This design comes from an exercise in tuning for small area on the open sky130 flow, not from production work.
Where RTL was checked, it was by simulation tests only, not by an equivalence proof against the original.
Only the layout flow was run in runs 1 to 3; the RTL was not checked for function there.
Power figures rest on the tool's default switching activity, not on a simulated workload. No driver is modelled on the clock port, so clocking that relies on it looks cheaper here than on a real chip.

File: flow/design.v
module ld19_frame_core (
    input  wire         clk,
    input  wire         rst,         
    input  wire         in_valid,
    input  wire         in_eos,
    input  wire [7:0]   in_data,
    output wire         in_ready,
    input  wire         resume,      
    output reg          ev_valid,
    output wire [2:0]   ev_kind,
    output wire [604:0] ev_payload
);
    function [7:0] crc_step(input [7:0] acc, input [7:0] b);
        reg [7:0] c;
        integer j;
        begin
            c = acc ^ b;
            for (j = 0; j < 8; j = j + 1)
                c = c[7] ? ((c << 1) ^ 8'h4D) : (c << 1);
            crc_step = c;
        end
    endfunction
    reg [1:0] ph4;         
    reg [1:0] ph3;         
    reg       mode;        
    reg [5:0] bcnt;        
    reg [1:0] n3;          
    reg       ended;
    reg       fpend;       
    reg       rok;         
    reg       inv_pend;    
    reg       nk_v;        
    reg       nk2, nk0;    
    reg [7:0] crc;
    wire p0  = (ph4 == 2'd0) && (ph3 == 2'd0);
    wire p5  = (ph4 == 2'd1) && (ph3 == 2'd2);
    wire p11 = (ph4 == 2'd3) && (ph3 == 2'd2);
    wire match = (ph4 == bcnt[1:0]) && (ph3 == n3);
    assign in_ready = !ended && !inv_pend && (mode ? match : (!fpend && p0));
    wire take      = in_valid && in_ready && !rst;
    wire take_byte = take && mode && !in_eos;
    wire keep      = mode | fpend;
    assign ev_kind = {~ph4[1] & nk2, ph4[1], ph4[0] | (~ph4[1] & nk0)};
    reg [95:0]  ra, rb, rc;    
    reg [47:0]  rd;            
    reg [31:0]  re;            
    reg [227:0] rg;            
    wire ld_a = (take && !mode) || (take_byte && bcnt <= 6'd12) || (inv_pend && p0);
    wire ld_b = take_byte && bcnt >= 6'd13 && bcnt <= 6'd24;
    wire ld_c = take_byte && bcnt >= 6'd25 && bcnt <= 6'd36;
    wire ld_d = take_byte && bcnt >= 6'd37 && bcnt <= 6'd42;
    wire ld_e = take_byte && bcnt >= 6'd43 && bcnt <= 6'd46;
    wire [7:0] da = inv_pend ? {2'b00, bcnt} : (in_eos ? 8'd0 : in_data);
    wire [7:0] dx_a = da & {8{ld_a}};
    wire [7:0] dx   = in_data & {8{mode}};
    wire [15:0] t_start = {ra[8*11 +: 8], ra[8*0 +: 8]};
    wire [15:0] t_end   = {re[8*1 +: 8], rd[8*4 +: 8]};
    genvar gi;
    wire [15:0] nst = ~t_start;
    wire [16:0] dc;
    wire [15:0] ds;
    assign dc[0] = 1'b1;
    generate
        for (gi = 0; gi < 16; gi = gi + 1) begin : g_diff
            ld19_fa u (.a(t_end[gi]), .b(nst[gi]), .c(dc[gi]), .s(ds[gi]), .co(dc[gi+1]));
        end
    endgenerate
    wire [16:0] diff = {~dc[16], ds};
    wire [17:0] b3;                   
    wire [16:0] b3c;
    assign b3[0]  = t_start[0];
    assign b3c[1] = 1'b0;
    generate
        for (gi = 1; gi < 16; gi = gi + 1) begin : g_b3
            ld19_fa u (.a(t_start[gi]), .b(t_start[gi-1]), .c(b3c[gi]), .s(b3[gi]), .co(b3c[gi+1]));
        end
    endgenerate
    assign b3[16] = t_start[15] ^ b3c[16];
    assign b3[17] = t_start[15] & b3c[16];
    wire [19:0] base;
    wire [19:0] bc;
    assign base[2:0] = b3[2:0];
    assign bc[3] = 1'b0;
    generate
        for (gi = 3; gi < 19; gi = gi + 1) begin : g_b11
            ld19_fa u (.a(b3[gi]), .b(t_start[gi-3]), .c(bc[gi]), .s(base[gi]), .co(bc[gi+1]));
        end
    endgenerate
    assign base[19] = bc[19];
    reg  [16:0] dreg;
    reg  [20:0] acc;
    wire        neg  = dreg[16];
    wire [17:0] k36  = 18'd36000 & {18{neg}};
    wire [17:0] dx18 = {dreg[16], dreg};
    wire [17:0] span;
    wire [18:0] sc;
    assign sc[0] = 1'b0;
    generate
        for (gi = 0; gi < 18; gi = gi + 1) begin : g_span
            ld19_fa u (.a(dx18[gi]), .b(k36[gi]), .c(sc[gi]), .s(span[gi]), .co(sc[gi+1]));
        end
    endgenerate
    wire [20:0] sp21 = {{3{span[17]}}, span};
    wire [20:0] asum;
    wire [21:0] ac;
    assign ac[0] = 1'b0;
    generate
        for (gi = 0; gi < 21; gi = gi + 1) begin : g_acc
            ld19_fa u (.a(acc[gi]), .b(sp21[gi]), .c(ac[gi]), .s(asum[gi]), .co(ac[gi+1]));
        end
    endgenerate
    wire [15:0] hi  = acc[20:5];
    wire        ge1 = acc >= 21'd396000;
    wire        ge2 = acc >= 21'd792000;
    wire [15:0] kn  = ~(ge2 ? 16'd24750 : ge1 ? 16'd12375 : 16'd0);
    wire [15:0] ahi;
    wire [16:0] rcy;
    assign rcy[0] = 1'b1;
    generate
        for (gi = 0; gi < 16; gi = gi + 1) begin : g_red
            ld19_fa u (.a(hi[gi]), .b(kn[gi]), .c(rcy[gi]), .s(ahi[gi]), .co(rcy[gi+1]));
        end
    endgenerate
    wire [18:0] ang = {ahi[13:0], acc[4:0]};
    always @(posedge clk) begin
        if (p5) begin
            dreg <= diff;
            acc  <= {1'b0, base};
        end else begin
            acc  <= asum;
        end
    end
    always @(posedge clk) begin
        ra <= {ra[87:0],  (ld_a | ~keep) ? dx_a : ra[95:88]};
        rb <= {rb[87:0],  (ld_b | ~keep) ? dx   : rb[95:88]};
        rc <= {rc[87:0],  (ld_c | ~keep) ? dx   : rc[95:88]};
        rd <= {rd[39:0],  (ld_d | ~keep) ? dx   : rd[47:40]};
        re <= {re[23:0],  (ld_e | ~keep) ? dx   : re[31:24]};
        rg <= {rg[208:0], ang & {19{keep}}};
    end
    always @(posedge clk) begin
        if (rst) begin
            ph4      <= 2'd0;
            ph3      <= 2'd0;
            mode     <= 1'b0;
            ended    <= 1'b0;
            fpend    <= 1'b0;
            inv_pend <= 1'b0;
            nk_v     <= 1'b0;
            ev_valid <= 1'b0;
        end else begin
            ph4 <= ph4 + 2'd1;
            ph3 <= (ph3 == 2'd2) ? 2'd0 : ph3 + 2'd1;
            ev_valid <= (p5 && fpend && rok) || (p11 && nk_v) ||
                        (p0 && ev_valid && nk2 && !nk0);
            if (p5) begin
                rok <= fpend;
                if (fpend && rok)
                    fpend <= 1'b0;
            end
            if (p11)
                nk_v <= 1'b0;
            if (inv_pend && p0) begin
                inv_pend <= 1'b0;
                nk_v     <= 1'b1;
                nk2      <= 1'b1;
                nk0      <= 1'b0;
            end
            if (take) begin
                if (!mode) begin
                    if (in_eos) begin
                        ended <= 1'b1;
                        nk_v  <= 1'b1;
                        nk2   <= 1'b1;
                        nk0   <= 1'b1;
                    end else if (in_data == 8'h54) begin
                        mode <= 1'b1;
                        bcnt <= 6'd1;
                        n3   <= 2'd1;
                        crc  <= 8'hEE;
                    end else begin
                        nk_v <= 1'b1;
                        nk2  <= 1'b0;
                        nk0  <= 1'b1;
                    end
                end else if (in_eos) begin
                    ended    <= 1'b1;
                    mode     <= 1'b0;
                    inv_pend <= 1'b1;
                end else begin
                    if (bcnt <= 6'd46)
                        crc <= crc_step(crc, in_data);
                    if (bcnt == 6'd48) begin
                        mode  <= 1'b0;
                        fpend <= 1'b1;
                    end else begin
                        bcnt <= bcnt + 6'd1;
                        n3   <= (n3 == 2'd2) ? 2'd0 : n3 + 2'd1;
                    end
                end
            end else if (resume) begin
                ended <= 1'b0;
            end
        end
    end
    function integer stg(input integer n, input integer len);
        integer t;
        begin
            t = (5 - n) % len;
            if (t < 0) t = t + len;
            stg = t;
        end
    endfunction
    wire [7:0] fb [1:46];
    genvar gn;
    generate
        for (gn = 1; gn <= 46; gn = gn + 1) begin : g_fb
            if (gn <= 12)      assign fb[gn] = ra[8*stg(gn, 12) +: 8];
            else if (gn <= 24) assign fb[gn] = rb[8*stg(gn, 12) +: 8];
            else if (gn <= 36) assign fb[gn] = rc[8*stg(gn, 12) +: 8];
            else if (gn <= 42) assign fb[gn] = rd[8*stg(gn, 6) +: 8];
            else               assign fb[gn] = re[8*stg(gn, 4) +: 8];
        end
    endgenerate
    wire k1 = ev_kind[1];
    genvar gk;
    generate
        for (gk = 0; gk < 12; gk = gk + 1) begin : g_pt
            assign ev_payload[43*gk +: 16]      = {fb[7 + 3*gk], fb[6 + 3*gk]};
            assign ev_payload[43*gk + 16 +: 8]  = fb[8 + 3*gk];
            assign ev_payload[43*gk + 24 +: 19] = rg[19*(11 - gk) +: 19];
        end
    endgenerate
    assign ev_payload[523:516] = {1'b0, k1, 1'b0, k1, 1'b0, k1, 2'b00};
    assign ev_payload[531:524] = fb[1];
    assign ev_payload[547:532] = {fb[3], fb[2]};
    assign ev_payload[563:548] = {fb[5], fb[4]};
    assign ev_payload[579:564] = {fb[43], fb[42]};
    assign ev_payload[595:580] = {fb[45], fb[44]};
    assign ev_payload[603:596] = fb[46];
    assign ev_payload[604]     = k1 && (crc == 8'd0);
endmodule
module ld19_fa (
    input  wire a,
    input  wire b,
    input  wire c,
    output wire s,
    output wire co
);
    assign s  = a ^ b ^ c;
    assign co = (a & b) | (c & (a ^ b));
endmodule
File: flow/flow/run.sh
#!/bin/bash
# Layout flow: the standard ORFS flow, with every input and output port
# buffered by the smallest buffer (buf_1) instead of the default port buffer,
# and clock tree synthesis without dummy loads.
# Each tool's full output stays in the ORFS logs under orfs/logs; make's own
# output goes to flow_make.log in this folder.
set -euo pipefail
export BUFFER_PORTS_ARGS="-buffer_cell sky130_fd_sc_hd__buf_1"
export CTS_ARGS="-sink_clustering_enable -repair_clock_nets -sink_clustering_size 30 -sink_clustering_max_diameter 80 -dont_use_dummy_load"
bash standard.sh > flow_make.log 2>&1
File: flow/standard.sh
#!/bin/bash
# synth_recipe.tcl (not shown) runs the flow's synth.tcl, then flattens the netlist and writes it again
# the make line also repeats each setting of config.mk as NAME=value (left out here)
make -C /OpenROAD-flow-scripts/flow DESIGN_CONFIG=/design/flow/config.mk WORK_HOME=/design/flow/orfs CLKGATE_MAP_FILE= SYNTH_SCRIPT=/design/flow/synth_recipe.tcl "${@:-finish}"
File: flow/config.mk
export PLATFORM = sky130hd
export DESIGN_NAME = ld19_frame_core
export DESIGN_NICKNAME = ld19_frame_core
export VERILOG_FILES = /design/flow/design.v
export SDC_FILE = /design/flow/constraint.sdc
export NUM_CORES = 4
export LEC_CHECK = 0
export CAP_MARGIN = 20
export CORE_MARGIN = 2
export CORE_UTILIZATION = 60
export CTS_CLUSTER_DIAMETER = 80
export CTS_CLUSTER_SIZE = 30
export SLEW_MARGIN = 20
File: flow/constraint.sdc
create_clock -name core_clock -period 12.0 [get_ports {clk}]
set_input_delay 2.4000 -clock core_clock [delete_from_list [all_inputs] [get_ports {clk}]]
set_output_delay 2.4000 -clock core_clock [all_outputs]
set_load 0.01 [all_outputs]
==> results of run 1 <==
[per-layer routing]
layer  wire length (um)  vias to the layer above  global-route usage, %
met2              23300                      406                   49.1
met3               3580                       48                   6.62
met4                981                        0                   5.89
met1              19100                     5324                   36.7
met5                  0                        -                      0
li1                   -                     5019                      -
[layout make-up]
| cell class | instances | area share [%] |
|---|---|---|
| clock buffer | 26 | 3.04 |
| inverter | 110 | 1.93 |
| multi-input combinational | 412 | 18.0 |
| sequential | 663 | 63.7 |
| tap | 390 | 2.28 |
| timing repair buffer | 621 | 11.0 |
[sequential cells by signal (all words and copies together) (netlist names), 2 cells and up]
name and flops:
rg 228, ra 96, rb 96, rc 96, rd 48, re 32
acc 21, dreg 17, crc 8, bcnt 6, n3 2, ph3 2
ph4 2
[power groups by stage]
stage	Clock (W)	Combinational [W]	Sequential [W]
floorplan	0	0.000279	0.00236
global placement	0	0.000351	0.00237
detailed placement	0	0.000367	0.00237
CTS	0.00102	0.000371	0.00232
global route	0.00109	0.000432	0.00233
finish	0.00101	0.000362	0.00232
[per-stage QoR]
stage               hold slack [ns]  power (W)  util (%)
CTS                           0.299    0.00372      71.6
global placement              0.331    0.00272      69.4
finish                        0.314    0.00369      71.6
detailed placement            0.333    0.00274      69.4
floorplan                     0.351    0.00264         -
global route                  0.312    0.00385      71.6
[synth_stat cells (2+ instances only)]
cell type	count	area, sq um
o21ai_0	6	30.0
buf_6	2	22.5
nor3b_1	8	60.1
nand2b_1	3	18.8
fa_1	73	1460
nand3_1	7	35.0
buf_4	45	338
nor4_1	2	12.5
nor2_1	35	131
a211o_1	2	17.5
xor2_1	7	61.3
a31o_2	2	17.5
nor4b_1	2	17.5
ha_1	31	388
inv_1	108	405
nor3_1	5	25.0
o41ai_1	2	17.5
nand2_1	78	293
nor2b_1	3	18.8
nor4b_4	2	47.6
a31oi_1	6	37.5
edfxtp_1	36	1080
and2_1	11	68.8
a21oi_1	13	65.1
mux2i_1	51	510
xnor2_1	32	280
dfxtp_1	627	12600
clkinv_1	2	7.51
o211ai_1	3	22.5
and3_1	2	12.5
clkbuf_1	15	56.3
a32oi_1	2	17.5
[cell families (layout without fill, tap and decap cells)]
logic type,after synthesis,in the layout
buf+inv,174,757
flops,663,663
simple gates,168,168
compound gates,45,45
other cells,1,5
fa+ha+maj,104,104
mux,51,51
xor+xnor,39,39
[final timing paths]
path,slack [ns],end,from,cells past startpoint
setup / recovery,4.57,acc[20]$_SDFF_PP0_,dreg[0]$_DFFE_PP_,26
hold / removal,0.31,rg[50]$_DFF_P_,rg[31]$_DFF_P_,0
setup reg to reg,4.57,acc[20]$_SDFF_PP0_,dreg[0]$_DFFE_PP_,26
hold reg to reg,0.31,rg[50]$_DFF_P_,rg[31]$_DFF_P_,0
==> metrics.md, run 1 <==
| Metric | Value |
|---|---|
| Status | `no timing/DRC/antenna violations` |
| DIE HEIGHT | `179 um` |
| Die width | `179 um` |
| Antenna cells | `0` |
| Ys Warns | `2` |
| Fin. Hold Viols | `0` |
| Crit path max-delay family | `adder cells` |
| Tightest Hold Check Type | `reg -> reg` |
| Cells after Synth | `1245` |
| Remaining DRCs | `0` |
| Core Footprint | `29900 sq um` |
| Clock Latency Late Sink | `0.57 ns` |
| Bufs and invs on worst path | `3` |
| I/O Buffers | `617` |
| CTS max path bufs | `3` |
| Final-stage net count | `1951` |
| Async S/R FF share, synth | `0%` |
| Sequential share of power | `63.0%` |
| Global-route usage over all layers | `28.4%` |
| Setup violations, final | `0` |
| Starting Density | `61.3%` |
| Mux contribution to synthesized area | `2.79%` |
| Final ANT Viol Nets | `0` |
| Largest net degree at the start of global routing | `51` |
| Seq cells post-synth | `663` |
| Post-Synth XOR/XNOR Area | `1.87%` |
| Syn Area/Cell | `14.7 sq um` |
| Finished Cell Area | `21400 sq um` |
| DP Worst Slack | `4.50 ns` |
| Psw | `0.000864 W` |
| Most used cell along the critical path | `fa_1` |
| Final slew viol count | `0` |
| Simple-gate share of the synthesized area | `4.52%` |
| Worst-margin pin slew | `1.01 ns` |
| Cell Pwr Density | `172 nW/um^2` |
| Final HPWL DP | `37900 um` |
| Arrival time worst endpoint | `7.89 ns` |
| Worst-path fanout max | `1` |
| Setup_tns | `0 ns` |
| P_int | `0.00283 W` |
| Unique masters post-synth | `54` |
| Combinational fraction of design power | `9.8%` |
| Final Non-Filler Cells | `2222` |
| Vias per cell | `4.86` |
| Clock Sinks | `663` |
| Switching part of the total | `23.4%` |
| Post-synthesis sequential area ratio | `74.5%` |
| Layout area overhead | `16.9%` |
| Leak Pwr | `8.35 nW` |
| Most common cell after layout, fill and taps aside | `dfxtp_1` |
| Clock Pin Slew Worst Setup and Hold Paths | `0.11 ns` |
| Rel. slew slack | `31.4%` |
| FILL cells | `2177` |
| Initial DRC Count | `559` |
| Slowest-stage cell, CP | `fa_1` |
| F_max | `135 MHz` |
| CP startpoint kind | `register` |
| FF+latch area | `13600 sq um` |
| Iteration count of the initial detailed-routing pass | `5` |
| Area of the multi-input gates | `3860 sq um` |
| First-pass GRT wire length | `65700 um` |
| Adder-cell share of the synthesized area | `10.1%` |
| VDD IR-drop max | `160 uV` |
| RSZ-0062 raised after global routing | `no` |
| Netlist Area Pre-Place | `18300 sq um` |
| Max-Cap Viols | `0` |
| Final GP Congestion | `0.875` |
| Post-route minimum period | `7.43 ns` |
| Post CTS Setup Buffer Count | `0` |
| Worst path max stage delay | `0.40 ns` |
| Dpl cells | `2196` |
| Fin crit share | `61.9%` |
| CP Capture Type | `register` |
| Final WL | `46900 um` |
| Vias in the first global route | `10622` |
| Crit path kind | `reg -> reg` |
| Req. time, crit path | `12.46 ns` |
| Post-CTS resize count | `0` |
| Clk root buf | `clkbuf_16` |
| H-Tree Depth | `1` |
| Via Count | `10797` |
| CTS buffer count | `26` |
| Grt ovf | `0` |
| Share of layout cells above drive strength 1 | `2.24%` |
| Dominant synthesized flop cell | `dfxtp_1` |
| DR WL/cell | `21.1 um` |
| Largest family of logic cells by synthesized area | `adder cells` |
| Clock skew | `0.0420 ns` |
| Area of the die | `31900 sq um` |
| Post-CTS Hold Fix Bufs | `0` |
| Post-synth EDFFs | `36` |
| Rows | `63` |
| Area after DPL | `20700 sq um` |
| Most frequent cells in the layout | `dfxtp_1, buf_1, inv_1, nand2_1, fa_1` |
| I/O pin count | `623` |
| Initial antenna violation count | `0` |
| Fin worst setup slack | `4.57 ns` |
| Compound-Gate Fraction of Synth Area | `1.67%` |
| CTS tree | `yes` |
| Clk network pwr share | `27.2%` |
==> run 2, diff against run 1 <==
--- a/flow/design.v
+++ b/flow/design.v
@@ -28,6 +28,7 @@
     reg       ended;
     reg       fpend;       
     reg       rok;         
+    reg       fresh;       
     reg       inv_pend;    
     reg       nk_v;        
     reg       nk2, nk0;    
@@ -36,7 +37,7 @@
     wire p5  = (ph4 == 2'd1) && (ph3 == 2'd2);
     wire p11 = (ph4 == 2'd3) && (ph3 == 2'd2);
     wire match = (ph4 == bcnt[1:0]) && (ph3 == n3);
-    assign in_ready = !ended && !inv_pend && (mode ? match : (!fpend && p0));
+    assign in_ready = !ended && !inv_pend && (mode ? match : (!fpend && !fresh && p0));
     wire take      = in_valid && in_ready && !rst;
     wire take_byte = take && mode && !in_eos;
     wire keep      = mode | fpend;
@@ -45,14 +46,13 @@
     reg [47:0]  rd;            
     reg [31:0]  re;            
     reg [227:0] rg;            
-    wire ld_a = (take && !mode) || (take_byte && bcnt <= 6'd12) || (inv_pend && p0);
+    wire is_hdr = !in_eos && in_data == 8'h54;
+    wire ld_a = (take && !mode && !is_hdr) || (take_byte && bcnt <= 6'd12) || (inv_pend && p0);
     wire ld_b = take_byte && bcnt >= 6'd13 && bcnt <= 6'd24;
     wire ld_c = take_byte && bcnt >= 6'd25 && bcnt <= 6'd36;
     wire ld_d = take_byte && bcnt >= 6'd37 && bcnt <= 6'd42;
     wire ld_e = take_byte && bcnt >= 6'd43 && bcnt <= 6'd46;
     wire [7:0] da = inv_pend ? {2'b00, bcnt} : (in_eos ? 8'd0 : in_data);
-    wire [7:0] dx_a = da & {8{ld_a}};
-    wire [7:0] dx   = in_data & {8{mode}};
     wire [15:0] t_start = {ra[8*11 +: 8], ra[8*0 +: 8]};
     wire [15:0] t_end   = {re[8*1 +: 8], rd[8*4 +: 8]};
     genvar gi;
@@ -131,17 +131,18 @@
         end
     end
     always @(posedge clk) begin
-        ra <= {ra[87:0],  (ld_a | ~keep) ? dx_a : ra[95:88]};
-        rb <= {rb[87:0],  (ld_b | ~keep) ? dx   : rb[95:88]};
-        rc <= {rc[87:0],  (ld_c | ~keep) ? dx   : rc[95:88]};
-        rd <= {rd[39:0],  (ld_d | ~keep) ? dx   : rd[47:40]};
-        re <= {re[23:0],  (ld_e | ~keep) ? dx   : re[31:24]};
+        ra <= {ra[87:0],  ({8{ld_a}} & da)      | ({8{keep}} & ra[95:88])};
+        rb <= {rb[87:0],  ({8{ld_b}} & in_data) | ({8{keep}} & rb[95:88])};
+        rc <= {rc[87:0],  ({8{ld_c}} & in_data) | ({8{keep}} & rc[95:88])};
+        rd <= {rd[39:0],  ({8{ld_d}} & in_data) | ({8{keep}} & rd[47:40])};
+        re <= {re[23:0],  ({8{ld_e}} & in_data) | ({8{keep}} & re[31:24])};
         rg <= {rg[208:0], ang & {19{keep}}};
     end
     always @(posedge clk) begin
         if (rst) begin
             ph4      <= 2'd0;
             ph3      <= 2'd0;
+            fresh    <= 1'b1;
             mode     <= 1'b0;
             ended    <= 1'b0;
             fpend    <= 1'b0;
@@ -155,11 +156,15 @@
                         (p0 && ev_valid && nk2 && !nk0);
             if (p5) begin
                 rok <= fpend;
-                if (fpend && rok)
+                if (fpend && rok) begin
                     fpend <= 1'b0;
+                    fresh <= 1'b1;
+                end
             end
             if (p11)
                 nk_v <= 1'b0;
+            if (p0)
+                fresh <= 1'b0;
             if (inv_pend && p0) begin
                 inv_pend <= 1'b0;
                 nk_v     <= 1'b1;
@@ -173,7 +178,7 @@
                         nk_v  <= 1'b1;
                         nk2   <= 1'b1;
                         nk0   <= 1'b1;
-                    end else if (in_data == 8'h54) begin
+                    end else if (is_hdr) begin
                         mode <= 1'b1;
                         bcnt <= 6'd1;
                         n3   <= 2'd1;
==> run 2 against run 1 <==
- synthesized cell count down 1.1%
- still clean
- worst setup slack got worse by 0.018 ns
- critical path depth did not move
==> metrics.md, run 2 <==
| Metric | Value |
|---|---|
| H-Tree Depth | `1 (unchanged)` |
| Netlist Area Pre-Place | `18100 sq um (-1.1%)` |
| Final slew viol count | `0 (unchanged)` |
| Most frequent cells in the layout | `dfxtp_1, buf_1, inv_1, fa_1, nand2_1` |
| Dominant synthesized flop cell | `dfxtp_1` |
| Antenna cells | `0 (unchanged)` |
| Remaining DRCs | `0 (unchanged)` |
| Post-synth top cells | `dfxtp_1, inv_1, fa_1, nand2_1, buf_4` |
| Clk root buf | `clkbuf_16` |
| Status | `no timing/DRC/antenna violations` |
| Area share of the largest cell type after synthesis | `69.4% (+0.85 points)` |
| Worst-margin pin slew | `0.968 ns (-0.0453 ns)` |
| Ranking of synthesized cells by area | `dfxtp_1, fa_1, edfxtp_1` |
| Post-synth top area cell | `dfxtp_1` |
| Iteration count of the initial detailed-routing pass | `5 (unchanged)` |
| First-pass GRT wire length | `65600 um (-0.27%)` |
| CTS tree | `yes` |
| Seq cells post-synth | `664 (+0.15%)` |
| Area of the die | `31600 sq um (-1.0%)` |
| Final HPWL DP | `38500 um (+1.5%)` |
| Tightest Hold Check Type | `reg -> reg` |
| Bufs and invs on worst path | `3 (unchanged)` |
| DIE HEIGHT | `178 um (-0.53%)` |
| Post-CTS resize count | `0 (unchanged)` |
| Slowest-stage cell, CP | `fa_1` |
| Largest net degree at the start of global routing | `44 (-14%)` |
| Final ANT Viol Nets | `0 (unchanged)` |
| Rel. slew slack | `35.4% (+3.9 points)` |
| Layout area overhead | `17.2%` |
| Clock Latency Late Sink | `0.57 ns (about the same)` |
| VDD IR-drop max | `165 uV (+2.9%)` |
| Final-stage net count | `1939 (-0.62%)` |
| Vias per cell | `4.85 (-0.20%)` |
| Max-Cap Viols | `0 (unchanged)` |
| Die width | `178 um (-0.53%)` |
| Crit path max-delay family | `adder cells` |
| Post-route minimum period | `7.45 ns (+0.0184 ns)` |
| Largest register FFs | `228 (unchanged)` |
| I/O pin count | `623 (unchanged)` |
| Arrival time worst endpoint | `7.90 ns (about the same)` |
| Post-synthesis sequential area ratio | `75.4% (+0.92 points)` |
| Fin crit share | `62.1% (+0.15 points)` |
| Leak Pwr | `8.21 nW (-1.7%)` |
| Pwr Total | `0.00366 W (-0.79%)` |
| Core Footprint | `29700 sq um (-0.53%)` |
| Global-route usage over all layers | `28.9% (+0.52 points)` |
| Most common cell in the netlist | `dfxtp_1` |
| Unique masters post-synth | `48 (-11%)` |
| Async S/R FF share, synth | `0% (unchanged)` |
| CTS max path bufs | `3 (unchanged)` |
| Clock skew | `0.0294 ns (-0.0126 ns)` |
| Post-CTS Hold Fix Bufs | `0 (unchanged)` |
| Clock Sinks | `664 (+0.15%)` |
| Post-synth EDFFs | `36 (unchanged)` |
| Share of layout cells above drive strength 1 | `2.47% (+0.23 points)` |
| Worst-path fanout max | `1 (unchanged)` |
| CP startpoint kind | `register` |
| Worst path max stage delay | `0.40 ns (about the same)` |
| Syn Area/Cell | `14.7 sq um (about the same)` |
| Ys Warns | `2 (unchanged)` |
| Setup violations, final | `0 (unchanged)` |
| Via Count | `10717 (-0.74%)` |
| CTS buffer count | `26 (unchanged)` |
| Clock Pin Slew Worst Setup and Hold Paths | `0.11 ns (about the same)` |
| Cells after Synth | `1231 (-1.1%)` |
| I/O Buffers | `617 (unchanged)` |
| Grt ovf | `0 (unchanged)` |
| Fin. Hold Viols | `0 (unchanged)` |
| DR WL/cell | `21.5 um (+2.0%)` |
| Final GP Congestion | `0.899 (+2.7%)` |
| Setup_tns | `0 ns (unchanged)` |
| Req. time, crit path | `12.45 ns (about the same)` |
| Cell Pwr Density | `172 nW/um^2 (about the same)` |
| Most used cell along the critical path | `fa_1` |
| Initial DRC Count | `716 (+28%)` |
| Final WL | `47600 um (+1.5%)` |
| Crit path kind | `reg -> reg` |
| Most common cell after layout, fill and taps aside | `dfxtp_1` |
| RSZ-0062 raised after global routing | `no` |
| Post CTS Setup Buffer Count | `0 (unchanged)` |
| Vias in the first global route | `10289 (-3.1%)` |
| Initial antenna violation count | `1 (+1)` |
| CP Capture Type | `register` |
| Starting Density | `60.9% (-0.34 points)` |
| F_max | `134 MHz (-0.25%)` |
| Rows | `63 (unchanged)` |
| Register with the most flip-flops | `rg` |
-- run 2: cell families (layout without fill, tap and decap cells) --
kind of cell	after synthesis	count (layout)	share of synthesized area, %
muxes	12	12	0.663
other	1	5	0.0207
AOI/OAI and AO/OA	86	86	3.20
DFF	664	664	75.4
buffers and inverters	165	750	4.33
adders and majority gates	104	104	10.2
xor gates and xnor gates	39	39	1.89
and+or+nand+nor	160	160	4.31
-- run 2: final cells by class --
class,count,area [sq um]
Fill cell,2189,8480
Timing Repair Buffer,621,2350
Sequential cell,664,13700
Multi-Input combinational cell,406,3710
Tap cell,390,488
Clock buffer,26,651
Inverter,103,387
-- run 2: report_power, final --
part | internal, W | switching, W | leakage (nW)
logic | 0.000152 | 0.000188 | 2.47
clock network | 0.000391 | 0.000613 | 0.320
registers | 0.00227 | 0.0000450 | 5.42
-- run 2: path summary, 6_finish.rpt --
| check | endpoint | slack, ns | cells after the start | from |
|---|---|---|---|---|
| worst min register to register | rc[67]$_DFF_P_ | 0.33 | 0 | rc[59]$_DFF_P_ |
| worst max register to register | acc[20]$_SDFF_PP0_ | 4.55 | 26 | dreg[0]$_DFFE_PP_ |
| worst min-delay path | rc[67]$_DFF_P_ | 0.33 | 0 | rc[59]$_DFF_P_ |
| worst max-delay path | acc[20]$_SDFF_PP0_ | 4.55 | 26 | dreg[0]$_DFFE_PP_ |
-- run 2: per-stage QoR --
step | setup slack, ns | hold slack (ns) | instance area [sq um] | utilization (%) | std cells
finish | 4.55 | 0.330 | 21200 | 71.4 | 2210
global route | 4.26 | 0.339 | 21200 | 71.4 | 2210
CTS | 4.50 | 0.333 | 21200 | 71.4 | 2210
detailed placement | 4.55 | 0.333 | 20600 | 69.2 | 2184
global placement | 4.63 | 0.331 | 20600 | 69.2 | 2184
floorplan | 4.80 | 0.351 | 18100 | - | 1235
-- run 2: routing by layer --
metal / track usage (%) / wire length [um]
met5: 2.56 / 122
met4: 8.67 / 1460
met3: 11.4 / 4940
met2: 46.8 / 22600
met1: 35.7 / 18500
-- run 2: worst reg2reg max path, stage by stage (launching register included) --
cell and delay [ns]:
edfxtp_1 0.34, ha_1 0.18, fa_1 0.19, fa_1 0.19
fa_1 0.20, fa_1 0.17, inv_1 0.05, fa_1 0.37
fa_1 0.39, fa_1 0.39, fa_1 0.39, fa_1 0.38
fa_1 0.39, fa_1 0.40, fa_1 0.39, fa_1 0.39
fa_1 0.39, fa_1 0.37, inv_1 0.07, fa_1 0.16
inv_1 0.05, fa_1 0.37, fa_1 0.38, fa_1 0.38
xnor2_1 0.19, xnor2_1 0.14, nor2_1 0.05
==> run 3, diff against run 2 <==
--- a/flow/flow/run.sh
+++ b/flow/flow/run.sh
@@ -6,5 +6,5 @@
 # output goes to flow_make.log in this folder.
 set -euo pipefail
 export BUFFER_PORTS_ARGS="-buffer_cell sky130_fd_sc_hd__buf_1"
-export CTS_ARGS="-sink_clustering_enable -repair_clock_nets -sink_clustering_size 30 -sink_clustering_max_diameter 80 -dont_use_dummy_load"
+export CTS_ARGS="-sink_clustering_enable -repair_clock_nets -sink_clustering_size 36 -sink_clustering_max_diameter 60 -dont_use_dummy_load"
 bash standard.sh > flow_make.log 2>&1
==> run 3 against run 2 <==
- synthesized cell count unchanged
- clock-buffer cell count up 9
- utilization grew 0.76 points
- largest cell class unchanged
- combinational power barely moved
- total power is 4.2% higher
- via count is 1.1% higher
- maximum frequency grew 0.88%
- non-clock buffer count stayed put
- synthesized area unchanged
- worst hold slack got worse by 0.036 ns
- still clean
- clock power grew 16%
- register-to-register slack better by 0.07 ns
==> metrics.md, run 3 <==
| Metric | Value |
|---|---|
| Final-stage net count | `1948 (+0.46%)` |
| Rows | `63 (unchanged)` |
| Seq cells post-synth | `664 (unchanged)` |
| Setup_tns | `0 ns (unchanged)` |
| Die width | `178 um (unchanged)` |
| Via Count | `10837 (+1.1%)` |
| Status | `no timing/DRC/antenna violations` |
| Most used cell along the critical path | `fa_1` |
| Syn Area/Cell | `14.7 sq um (unchanged)` |
| Register with the most flip-flops | `rg` |
| Clock skew | `0.0592 ns (+0.0298 ns)` |
| Fin crit share | `61.5% (-0.54 points)` |
| Clock Sinks | `664 (unchanged)` |
| Dominant synthesized flop cell | `dfxtp_1` |
| Area after DPL | `20600 sq um (unchanged)` |
| Global-route usage over all layers | `29.1% (+0.23 points)` |
| H-Tree Depth | `2 (+1)` |
| Clock Pin Slew Worst Setup and Hold Paths | `0.11 ns (about the same)` |
| Final WL | `47700 um (+0.16%)` |
| Iteration count of the initial detailed-routing pass | `5 (unchanged)` |
| Share of layout cells above drive strength 1 | `2.95% (+0.48 points)` |
| Req. time, crit path | `12.44 ns (about the same)` |
| Worst R2R End | `acc[20]$_SDFF_PP0_` |
| Finished Cell Area | `21500 sq um (+1.1%)` |
| Largest register FFs | `228 (unchanged)` |
| Stages on worst setup path | `26 (unchanged)` |
| Most common cell in the netlist | `dfxtp_1` |
| Ys Warns | `2 (unchanged)` |
| F_max | `135 MHz (+0.88%)` |
| Post-CTS Hold Fix Bufs | `0 (unchanged)` |
| First-pass GRT wire length | `66400 um (+1.3%)` |
| Area share of the largest cell type after synthesis | `69.4% (unchanged)` |
| Most common cell after layout, fill and taps aside | `dfxtp_1` |
| Max-Cap Viols | `0 (unchanged)` |
| Clock Latency Late Sink | `0.55 ns (-0.02 ns)` |
| Worst-path fanout max | `1 (unchanged)` |
| CP Capture Type | `register` |
| Final GP Congestion | `0.899 (unchanged)` |
| Antenna cells | `0 (unchanged)` |
| VDD IR-drop max | `143 uV (-13%)` |
| Initial DRC Count | `658 (-8.1%)` |
| Final slew viol count | `0 (unchanged)` |
| Grt ovf | `0 (unchanged)` |
| Post-synth top cells | `dfxtp_1, inv_1, fa_1, nand2_1, buf_4` |
| I/O Buffers | `617 (unchanged)` |
| Crit path max-delay family | `adder cells` |
| Starting Density | `60.9% (unchanged)` |
| Slowest-stage cell, CP | `fa_1` |
| Rel. slew slack | `33.3% (-2.1 points)` |
| Post-synthesis sequential area ratio | `75.4% (unchanged)` |
| Leak Pwr | `8.32 nW (+1.4%)` |
| I/O pin count | `623 (unchanged)` |
| Tightest Hold Check Type | `reg -> reg` |
| Bufs and invs on worst path | `3 (unchanged)` |
| Worst-margin pin slew | `0.999 ns (+0.0309 ns)` |
| Most frequent cells in the layout | `dfxtp_1, buf_1, inv_1, fa_1, nand2_1` |
| Setup violations, final | `0 (unchanged)` |
| DR WL/cell | `21.5 um (-0.25%)` |
| Area of the die | `31600 sq um (unchanged)` |
| Post-synth top area cell | `dfxtp_1` |
| Post-CTS resize count | `0 (unchanged)` |
| CTS tree | `yes` |
| Cell Pwr Density | `178 nW/um^2 (+3.2%)` |
| Reg2Reg Depth | `26 (unchanged)` |
| Cells after Synth | `1231 (unchanged)` |
| CP startpoint kind | `register` |
| Arrival time worst endpoint | `7.82 ns (-0.08 ns)` |
| Worst path max stage delay | `0.40 ns (about the same)` |
| Initial antenna violation count | `1 (unchanged)` |
| Post-synth EDFFs | `36 (unchanged)` |
| Vias in the first global route | `10376 (+0.85%)` |
| Fin. Hold Viols | `0 (unchanged)` |
| Worst r2r src | `dreg[0]$_DFFE_PP_` |
| Critical Path Sink | `acc[20]$_SDFF_PP0_` |
| Unique masters post-synth | `48 (unchanged)` |
| Clk root buf | `clkbuf_16` |
| R2R Setup Slk | `4.62 ns (+0.07 ns)` |
| CTS max path bufs | `3 (unchanged)` |
| RSZ-0062 raised after global routing | `no` |
| Netlist Area Pre-Place | `18100 sq um (unchanged)` |
| Ranking of synthesized cells by area | `dfxtp_1, fa_1, edfxtp_1` |
| Final ANT Viol Nets | `0 (unchanged)` |
| Crit path kind | `reg -> reg` |
| CTS buffer count | `35 (+35%)` |
| DIE HEIGHT | `178 um (unchanged)` |
| Largest net degree at the start of global routing | `44 (unchanged)` |
| Final HPWL DP | `38500 um (unchanged)` |
| Critical path launch point | `dreg[0]$_DFFE_PP_` |
| Async S/R FF share, synth | `0% (unchanged)` |
| Post-route minimum period | `7.38 ns (-0.0651 ns)` |
| Core Footprint | `29700 sq um (unchanged)` |
| Post CTS Setup Buffer Count | `0 (unchanged)` |
| Layout area overhead | `18.5%` |
| Remaining DRCs | `0 (unchanged)` |
| Vias per cell | `4.88 (+0.71%)` |
run 3: cell types whose count changed in the layout (fill, tap and decap cells not counted), sizes merged:
| cell | change |
|---|---|
| clkbuf | +9 |
run 3: layer usage:
layer	wire length [um]	track usage (%)	vias up
met1	19200	37.4	5290
met4	1050	7.65	0
li1	-	-	5046
met5	0	0	-
met2	23200	48.4	434
met3	4300	8.78	67
run 3: layout make-up:
cell class	instances	area (sq um)
flip-flops and latches	664	13700
fillers	2150	8260
multi-input cells	406	3710
repair buffers	621	2350
clock buffers	35	876
well taps	390	488
inverters	103	387
run 3: where the power goes:
| part | leakage (nW) | total [W] | switching, W | internal [W] |
|---|---|---|---|---|
| clock | 0.431 | 0.00116 | 0.000640 | 0.000523 |
| sequential | 5.42 | 0.00232 | 0.0000444 | 0.00227 |
| combinational | 2.47 | 0.000338 | 0.000186 | 0.000151 |
run 3: how the worst min path moves through the flow:
stage / from / end / slack, ns / cells after the start
4_1_cts: re[4]$_DFF_P_ / re[12]$_DFF_P_ / 0.29 / 0
3_3_place_gp: rc[40]$_DFF_P_ / rc[48]$_DFF_P_ / 0.33 / 0
3_5_place_dp: rc[60]$_DFF_P_ / rc[68]$_DFF_P_ / 0.33 / 0
2_1_floorplan: rd[32]$_DFF_P_ / rd[40]$_DFF_P_ / 0.35 / 0
5_1_grt: re[4]$_DFF_P_ / re[12]$_DFF_P_ / 0.29 / 0
6_report: re[4]$_DFF_P_ / re[12]$_DFF_P_ / 0.29 / 0
run 3: through the flow:
step / hold slack, ns / instances / setup WS (ns) / utilization (%) / total power (W)
final: 0.294 / 2219 / 4.62 / 72.2 / 0.00382
after global routing: 0.293 / 2219 / 4.33 / 72.2 / 0.00397
after CTS: 0.293 / 2219 / 4.57 / 72.2 / 0.00384
after detailed placement: 0.333 / 2184 / 4.55 / 69.2 / 0.00271
after global placement: 0.331 / 2184 / 4.63 / 69.2 / 0.00270
after floorplan: 0.351 / 1235 / 4.80 / - / 0.00262
run 3: cell families after synthesis:
kind of cell | after synthesis | synth area share [%]
buffers and inverters | 165 | 4.33
other | 1 | 0.0207
and+or+nand+nor | 160 | 4.31
DFF | 664 | 75.4
muxes | 12 | 0.663
adders and majority gates | 104 | 10.2
AOI/OAI and AO/OA | 86 | 3.20
xor gates and xnor gates | 39 | 1.89
==> run 4, diff against run 3 <==
--- a/flow/design.v
+++ b/flow/design.v
@@ -79,11 +79,12 @@
     assign b3[17] = t_start[15] & b3c[16];
     wire [19:0] base;
     wire [19:0] bc;
+    wire [18:0] b3x = {1'b0, b3};
     assign base[2:0] = b3[2:0];
     assign bc[3] = 1'b0;
     generate
         for (gi = 3; gi < 19; gi = gi + 1) begin : g_b11
-            ld19_fa u (.a(b3[gi]), .b(t_start[gi-3]), .c(bc[gi]), .s(base[gi]), .co(bc[gi+1]));
+            ld19_fa u (.a(b3x[gi]), .b(t_start[gi-3]), .c(bc[gi]), .s(base[gi]), .co(bc[gi+1]));
         end
     endgenerate
     assign base[19] = bc[19];
--- a/flow/flow/run.sh
+++ b/flow/flow/run.sh
@@ -6,5 +6,5 @@
 # output goes to flow_make.log in this folder.
 set -euo pipefail
 export BUFFER_PORTS_ARGS="-buffer_cell sky130_fd_sc_hd__buf_1"
-export CTS_ARGS="-sink_clustering_enable -repair_clock_nets -sink_clustering_size 36 -sink_clustering_max_diameter 60 -dont_use_dummy_load"
+export CTS_ARGS="-sink_clustering_enable -repair_clock_nets -sink_clustering_size 20 -sink_clustering_max_diameter 60 -buf_list sky130_fd_sc_hd__clkbuf_8 -dont_use_dummy_load"
 bash standard.sh > flow_make.log 2>&1
==> run 4 against run 3 <==
- critical endpoint is now acc[18]$_DFF_P_
- still clean
- sequential share of layout area grew 0.90 points
- clock power down about 20%
- combinational power decreased by 1%
- flip-flop and latch count stayed put
- wire length rose by 3.1%
- cell area down 1.4%
- via count fell by 1.1%
- largest cell class unchanged
- cell count down 1.1%
- utilization shrank 1.0 points
- critical path type unchanged
- first-iteration DRC count is 5.3% higher
==> metrics.md, run 4 <==
| Metric | Value |
|---|---|
| DIE HEIGHT | `178 um (about the same)` |
| Clock skew | `0.0400 ns (-0.0191 ns)` |
| VDD IR-drop max | `130 uV (-8.6%)` |
| Clock Latency Late Sink | `0.58 ns (+0.03 ns)` |
| FF+latch area | `13700 sq um (unchanged)` |
| Setup violations, final | `0 (unchanged)` |
| Vias in the first global route | `10438 (+0.60%)` |
| Fin crit share | `63.3% (+1.8 points)` |
| Syn Area/Cell | `15.1 sq um (+2.6%)` |
| Clock Pin Slew Worst Setup and Hold Paths | `0.12 ns (about the same)` |
| Final WL | `49200 um (+3.1%)` |
| Critical path launch point | `ra[1]$_DFF_P_` |
| Final Non-Filler Cells | `2194 (-1.1%)` |
| Status | `no timing/DRC/antenna violations` |
| Largest register FFs | `228 (unchanged)` |
| Final ANT Viol Nets | `0 (unchanged)` |
| Fin worst setup slack | `4.40 ns (-0.217 ns)` |
| Area share of the largest cell type after synthesis | `69.4% (about the same)` |
| Die width | `178 um (about the same)` |
| DP Worst Slack | `4.36 ns (-0.187 ns)` |
| Hold Slack | `0.301 ns (+0.00623 ns)` |
| I/O pin count | `623 (unchanged)` |
| Post-synthesis sequential area ratio | `75.3% (about the same)` |
| Leak Pwr | `8.26 nW (-0.72%)` |
| Initial antenna violation count | `4 (+3)` |
| Clk root buf | `clkbuf_8` |
| Most frequent cells in the layout | `dfxtp_1, buf_1, inv_1, fa_1, clkbuf_8` |
| Initial DRC Count | `693 (+5.3%)` |
| Global-route usage over all layers | `30.0% (+0.87 points)` |
| Post-synth EDFFs | `36 (unchanged)` |
| Ranking of synthesized cells by area | `dfxtp_1, fa_1, edfxtp_1` |
| Register with the most flip-flops | `rg` |
| CTS tree | `yes` |
| Async S/R FF share, synth | `0% (unchanged)` |
| Cells after Synth | `1200 (-2.5%)` |
| Final HPWL DP | `39600 um (+2.9%)` |
| Post-CTS resize count | `0 (unchanged)` |
| Worst-path fanout max | `6 (+5)` |
| Dominant synthesized flop cell | `dfxtp_1` |
| Area of the die | `31600 sq um (about the same)` |
| Unique masters post-synth | `54 (+13%)` |
| Netlist Area Pre-Place | `18100 sq um (about the same)` |
| FILL cells | `2167 (+0.79%)` |
| Post-route minimum period | `7.60 ns (+0.217 ns)` |
| Rows | `63 (unchanged)` |
| Setup_tns | `0 ns (unchanged)` |
| Core Footprint | `29700 sq um (unchanged)` |
| Clock Sinks | `664 (unchanged)` |
| Post-synth top cells | `dfxtp_1, inv_1, fa_1, buf_4, nand2_1` |
| Max-Cap Viols | `0 (unchanged)` |
| Fin. Hold Viols | `0 (unchanged)` |
| DR WL/cell | `22.4 um (+4.3%)` |
| Tightest Hold Check Type | `reg -> reg` |
| Vias per cell | `4.89 (about the same)` |
| Layout area overhead | `16.7%` |
| Starting Density | `61.0% (about the same)` |
| RSZ-0062 raised after global routing | `no` |
| Share of layout cells above drive strength 1 | `3.33% (+0.38 points)` |
| Worst-margin pin slew | `0.990 ns (-0.00897 ns)` |
| Rel. slew slack | `34.0% (+0.69 points)` |
| Post CTS Setup Buffer Count | `0 (unchanged)` |
| I/O Buffers | `617 (unchanged)` |
| CP startpoint kind | `register` |
| CP Capture Type | `register` |
| CTS max path bufs | `3 (unchanged)` |
| Crit path kind | `reg -> reg` |
| Remaining DRCs | `0 (unchanged)` |
| Grt ovf | `0 (unchanged)` |
| Final GP Congestion | `0.886 (-1.5%)` |
| Via Count | `10720 (-1.1%)` |
| Post-synth top area cell | `dfxtp_1` |
| F_max | `132 MHz (-2.9%)` |
| Most common cell after layout, fill and taps aside | `dfxtp_1` |
| Largest net degree at the start of global routing | `44 (unchanged)` |
| Iteration count of the initial detailed-routing pass | `5 (unchanged)` |
| CTS buffer count | `41 (+17%)` |
| Hold wc startpoint | `rd[27]$_DFF_P_` |
| Post-CTS Hold Fix Bufs | `0 (unchanged)` |
| Req. time, crit path | `12.47 ns (+0.03 ns)` |
| Worst r2r src | `ra[1]$_DFF_P_` |
| Cell Pwr Density | `169 nW/um^2 (-4.9%)` |
| Ys Warns | `1 (-1)` |
| Seq cells post-synth | `664 (unchanged)` |
| H-Tree Depth | `2 (unchanged)` |
| Arrival time worst endpoint | `8.07 ns (+0.25 ns)` |
| Most common cell in the netlist | `dfxtp_1` |
| Area of the multi-input gates | `3720 sq um (+0.37%)` |
| Dpl cells | `2151 (-1.5%)` |
| First-pass GRT wire length | `67600 um (+1.9%)` |
| Final slew viol count | `0 (unchanged)` |
| Pwr Total | `0.00358 W (-6.2%)` |
| Final-stage net count | `1922 (-1.3%)` |
-- run 4: changes by cell type after synthesis, sizes merged, moves of 5 or more --
| cell | before | now |
|---|---|---|
| o21ai | 36 | 6 |
| a22o | 0 | 32 |
| xnor2 | 33 | 28 |
| nor3b | 4 | 9 |
| a32o | 8 | 1 |
| nand2 | 72 | 37 |
-- run 4: per-layer routing --
metal	GRT usage, %	part of all wire (%)
met1	37.2	39
met2	50.1	48
met3	11.3	11
met4	6.83	2.0
met5	0	0.024
-- run 4: worst paths after layout --
| path | cells past startpoint | endpoint | slack, ns |
|---|---|---|---|
| hold reg to reg | 0 | rd[35]$_DFF_P_ | 0.30 |
| hold / removal | 0 | rd[35]$_DFF_P_ | 0.30 |
| setup reg to reg | 24 | acc[18]$_DFF_P_ | 4.40 |
| setup / recovery | 24 | acc[18]$_DFF_P_ | 4.40 |
-- run 4: cell families (layout without fill, tap and decap cells) --
group | after synthesis | count (layout) | synth area share [%]
adder cells (fa/ha/maj) | 105 | 105 | 10.3
buffers and inverters | 166 | 764 | 4.31
flip-flops | 664 | 664 | 75.3
AO/OA/AOI/OAI | 83 | 83 | 3.41
multiplexers | 13 | 13 | 0.718
AND/OR/NAND/NOR | 129 | 129 | 3.88
XOR/XNOR | 39 | 39 | 2.05
other | 1 | 7 | 0.0207
-- run 4: area by class of cell --
cell class,instances,share of cell area (%)
Antenna cell,2,0.0237
Multi-Input combinational cell,374,17.6
Tap cell,390,2.31
Clock buffer,41,2.67
Sequential cell,664,64.5
Inverter,103,1.83
Timing Repair Buffer,620,11.1
-- run 4: worst max-delay path, cell delays in order, from the launching register on --
cell,delay [ns]
dfxtp_1,0.48
ha_1,0.21
fa_1,0.17
inv_1,0.05
fa_1,0.37
fa_1,0.39
fa_1,0.39
fa_1,0.40
fa_1,0.49
fa_1,0.42
fa_1,0.38
fa_1,0.40
fa_1,0.39
fa_1,0.38
fa_1,0.38
fa_1,0.39
fa_1,0.38
fa_1,0.39
fa_1,0.37
inv_1,0.06
ha_1,0.13
or2_2,0.10
ha_1,0.21
nor2_1,0.10
a21oi_1,0.05
-- run 4: per-stage QoR --
stage               utilization (%)  area, sq um
finish                         71.2        21200
global route                   71.2        21200
CTS                            71.2        21100
detailed placement             69.3        20600
global placement               69.2        20600
floorplan                         -        18100
-- run 4: power breakdown --
group,internal [W],total (W),switching (W),leakage (nW)
sequential,0.00227,0.00232,0.0000434,5.42
combinational,0.000148,0.000334,0.000186,2.54
clock,0.000310,0.000931,0.000621,0.295
==> run 5, diff against run 4 <==
--- a/flow/flow/run.sh
+++ b/flow/flow/run.sh
@@ -6,5 +6,5 @@
 # output goes to flow_make.log in this folder.
 set -euo pipefail
 export BUFFER_PORTS_ARGS="-buffer_cell sky130_fd_sc_hd__buf_1"
-export CTS_ARGS="-sink_clustering_enable -repair_clock_nets -sink_clustering_size 20 -sink_clustering_max_diameter 60 -buf_list sky130_fd_sc_hd__clkbuf_8 -dont_use_dummy_load"
+export CTS_ARGS="-sink_clustering_enable -repair_clock_nets -sink_clustering_size 30 -sink_clustering_max_diameter 80 -dont_use_dummy_load"
 bash standard.sh > flow_make.log 2>&1
==> run 5 against run 4 <==
- still clean on timing, DRC and antenna
- die area stayed put
- clock skew is 0.017 ns higher
- via count is 0.35% lower
- worst setup slack worse by 0.019 ns
- critical path depth stayed put
- cell count is 0.64% lower
- worst hold slack hardly changed
- register-to-register slack worse by 0.02 ns
- critical path type unchanged
==> metrics.md, run 5 <==
| Metric | Value |
|---|---|
| Critical Path, Cell by Cell | `ha_1, fa_1, inv_1, fa_1, fa_1, fa_1, fa_1, fa_1, fa_1, fa_1, fa_1, fa_1, fa_1, fa_1, fa_1, fa_1, fa_1, fa_1, inv_1, ha_1, or2_2, ha_1, nor2_1, a21oi_1` |
| Register with the most flip-flops | `rg` |
| Post-synth top area cell | `dfxtp_1` |
| I/O Buffers | `617 (unchanged)` |
| Ranking of synthesized cells by area | `dfxtp_1, fa_1, edfxtp_1` |
| Top Metal Used | `met4` |
| Leak Pwr | `8.30 nW (+0.46%)` |
| WL met1 | `19300 um (+0.52%)` |
| Setup_tns | `0 ns (unchanged)` |
| Final slew viol count | `0 (unchanged)` |
| Grt ovf | `0 (unchanged)` |
| Post-synth top cells | `dfxtp_1, inv_1, fa_1, buf_4, nand2_1` |
| Largest net degree at the start of global routing | `44 (unchanged)` |
| Dpl cells | `2151 (unchanged)` |
| Vias in the first global route | `10393 (-0.43%)` |
| Worst path max stage delay | `0.49 ns (about the same)` |
| Area of the die | `31600 sq um (unchanged)` |
| Final-stage net count | `1908 (-0.73%)` |
| Clock Latency Late Sink | `0.58 ns (about the same)` |
| Setup violations, final | `0 (unchanged)` |
| Share of layout cells above drive strength 1 | `2.57% (-0.76 points)` |
| Final GP Congestion | `0.886 (unchanged)` |
| Post-CTS Hold Fix Bufs | `0 (unchanged)` |
| Global-route usage over all layers | `29.9% (-0.098 points)` |
| Hold wc startpoint | `ra[41]$_DFF_P_` |
| VDD IR-drop max | `140 uV (+7.4%)` |
| I/O pin count | `623 (unchanged)` |
| DR WL/cell | `22.5 um (+0.54%)` |
| CTS max path bufs | `3 (unchanged)` |
| Dominant synthesized flop cell | `dfxtp_1` |
| Final WL | `49100 um (about the same)` |
| Most used cell along the critical path | `fa_1` |
| Clock Pin Slew Worst Setup and Hold Paths | `0.11 ns (about the same)` |
| Netlist Area Pre-Place | `18100 sq um (unchanged)` |
| Iteration count of the initial detailed-routing pass | `5 (unchanged)` |
| Area after DPL | `20600 sq um (unchanged)` |
| Critical path launch point | `ra[1]$_DFF_P_` |
| Worst-margin pin slew | `0.966 ns (-0.0240 ns)` |
| Seq cells post-synth | `664 (unchanged)` |
| Finished Cell Area | `21300 sq um (+0.53%)` |
| Area of the multi-input gates | `3720 sq um (unchanged)` |
| Status | `no timing/DRC/antenna violations` |
| CP startpoint kind | `register` |
| Initial DRC Count | `672 (-3.0%)` |
| Bufs and invs on worst path | `2 (unchanged)` |
| Vias per cell | `4.90 (+0.29%)` |
| Clock Sinks | `664 (unchanged)` |
| First-pass GRT wire length | `67700 um (+0.14%)` |
| Rel. slew slack | `35.6% (+1.6 points)` |
| Worst r2r src | `ra[1]$_DFF_P_` |
| H-Tree Depth | `1 (-1)` |
| Layout area overhead | `17.4%` |
| WL met2 | `23700 um (+0.13%)` |
| F_max | `131 MHz (-0.24%)` |
| Fin crit share | `63.5% (+0.16 points)` |
| Fin. Hold Viols | `0 (unchanged)` |
| Area share of the largest cell type after synthesis | `69.4% (unchanged)` |
| CP Capture Type | `register` |
| Crit path max-delay family | `adder cells` |
| Clock skew | `0.0567 ns (+0.0166 ns)` |
| Post-synth EDFFs | `36 (unchanged)` |
| Max-Cap Viols | `0 (unchanged)` |
| Tightest Hold Check Type | `reg -> reg` |
| Unique masters post-synth | `54 (unchanged)` |
| FF+latch area | `13700 sq um (unchanged)` |
| Cell Pwr Density | `173 nW/um^2 (+2.1%)` |
| Core Footprint | `29700 sq um (unchanged)` |
| Slowest-stage cell, CP | `fa_1` |
| RSZ-0062 raised after global routing | `no` |
| Starting Density | `61.0% (unchanged)` |
| Most common cell in the netlist | `dfxtp_1` |
| Metal3 WL | `5080 um (-4.3%)` |
| FILL cells | `2140 (-1.2%)` |
| Most common cell after layout, fill and taps aside | `dfxtp_1` |
| Final HPWL DP | `39600 um (unchanged)` |
| Final Non-Filler Cells | `2180 (-0.64%)` |
| Die width | `178 um (unchanged)` |
| Via Count | `10683 (-0.35%)` |
| Final ANT Viol Nets | `0 (unchanged)` |
| Arrival time worst endpoint | `8.07 ns (about the same)` |
| Req. time, crit path | `12.45 ns (-0.02 ns)` |
| Post CTS Setup Buffer Count | `0 (unchanged)` |
| Worst-path fanout max | `6 (unchanged)` |
| DIE HEIGHT | `178 um (unchanged)` |
| Cells after Synth | `1200 (unchanged)` |
| Ys Warns | `1 (unchanged)` |
| Largest register FFs | `228 (unchanged)` |
| CTS buffer count | `27 (-34%)` |
| Clk root buf | `clkbuf_16` |
| Initial antenna violation count | `3 (-1)` |
| Crit path kind | `reg -> reg` |
| Async S/R FF share, synth | `0% (unchanged)` |
| Remaining DRCs | `0 (unchanged)` |
| Post-CTS resize count | `0 (unchanged)` |
| Post-route minimum period | `7.62 ns (+0.0186 ns)` |
| Most frequent cells in the layout | `dfxtp_1, buf_1, inv_1, fa_1, nand2_1` |
| Rows | `63 (unchanged)` |
| CTS tree | `yes` |
| Post-synthesis sequential area ratio | `75.3% (unchanged)` |
| Syn Area/Cell | `15.1 sq um (unchanged)` |
==> run 5: stage by stage <==
stage	power (W)	hold slack, ns	setup slack, ns	utilization [%]
floorplan	0.00262	0.351	4.69	-
global placement	0.00269	0.331	4.51	69.2
detailed placement	0.00270	0.334	4.36	69.3
CTS	0.00369	0.301	4.32	71.5
global route	0.00383	0.299	4.01	71.6
finish	0.00368	0.300	4.38	71.6
==> run 5: worst paths after layout <==
kind | endpoint | slack [ns] | cells after the start
max | acc[18]$_DFF_P_ | 4.38 | 24
min | ra[49]$_DFF_P_ | 0.30 | 0
max reg2reg | acc[18]$_DFF_P_ | 4.38 | 24
min reg2reg | ra[49]$_DFF_P_ | 0.30 | 0
==> run 5: final cells by class <==
cell class / instances / area share, %
Tap cell: 390 / 2.29
Antenna cell: 2 / 0.0235
Timing Repair Buffer: 620 / 11.0
Multi-Input combinational cell: 374 / 17.5
Sequential cell: 664 / 64.2
Clock buffer: 27 / 3.18
Inverter: 103 / 1.82
==> run 5: logic make-up (layout without fill, tap and decap cells) <==
kind of cell               Yosys count  after routing  share of synthesized area (%)
AOI/OAI and AO/OA                   83             83                           3.41
xor gates and xnor gates            39             39                           2.05
adders and majority gates          105            105                           10.3
buffers and inverters              166            750                           4.31
DFF                                664            664                           75.3
muxes                               13             13                          0.718
other                                1              7                         0.0207
and+or+nand+nor                    129            129                           3.88
==> run 5: metal layers <==
layer	up-vias	global-route usage, %
met4	0	6.59
met1	5234	37.8
li1	4945	-
met5	-	0
met2	448	49.9
met3	56	10.3
==> run 5: power by group <==
part           internal [W]  switching (W)
combinational      0.000149       0.000187
sequential          0.00227      0.0000432
clock              0.000404       0.000619

-- port drivers added, routing unchanged --
How much do the figures lean on ideal ports? The routed layouts below were timed once more, with nothing changed but the port constraints.
Step 1 assumes that a clkbuf_16 drives the clock port and a buf_2 every other input.
Step 2 times the ports against the registers' clock, not the clock port: input delays grow and output delays shrink by t, the midpoint of the rising clock arrivals with the driver on.
Three values: ideal, step 1, step 2; two values: the first two.
| run | t, ns | slack for setup (ns) | latest minus earliest clock arrival (ns) | pins driven straight from the clock port |
|---|---|---|---|---|
| run 1 | 0.604 | 4.571 / 4.571 / 4.571 | 0.043 / 0.042 | 1 |
| run 2 | 0.615 | 4.553 / 4.553 / 4.553 | 0.033 / 0.033 | 1 |
| run 3 | 0.575 | 4.618 / 4.618 / 4.618 | 0.061 / 0.061 | 1 |
| run 4 | 0.611 | 4.401 / 4.401 / 4.401 | 0.046 / 0.047 | 1 |
| run 5 | 0.605 | 4.382 / 4.382 / 4.382 | 0.064 / 0.064 | 1 |
After both steps setup and hold are still met in every run listed.
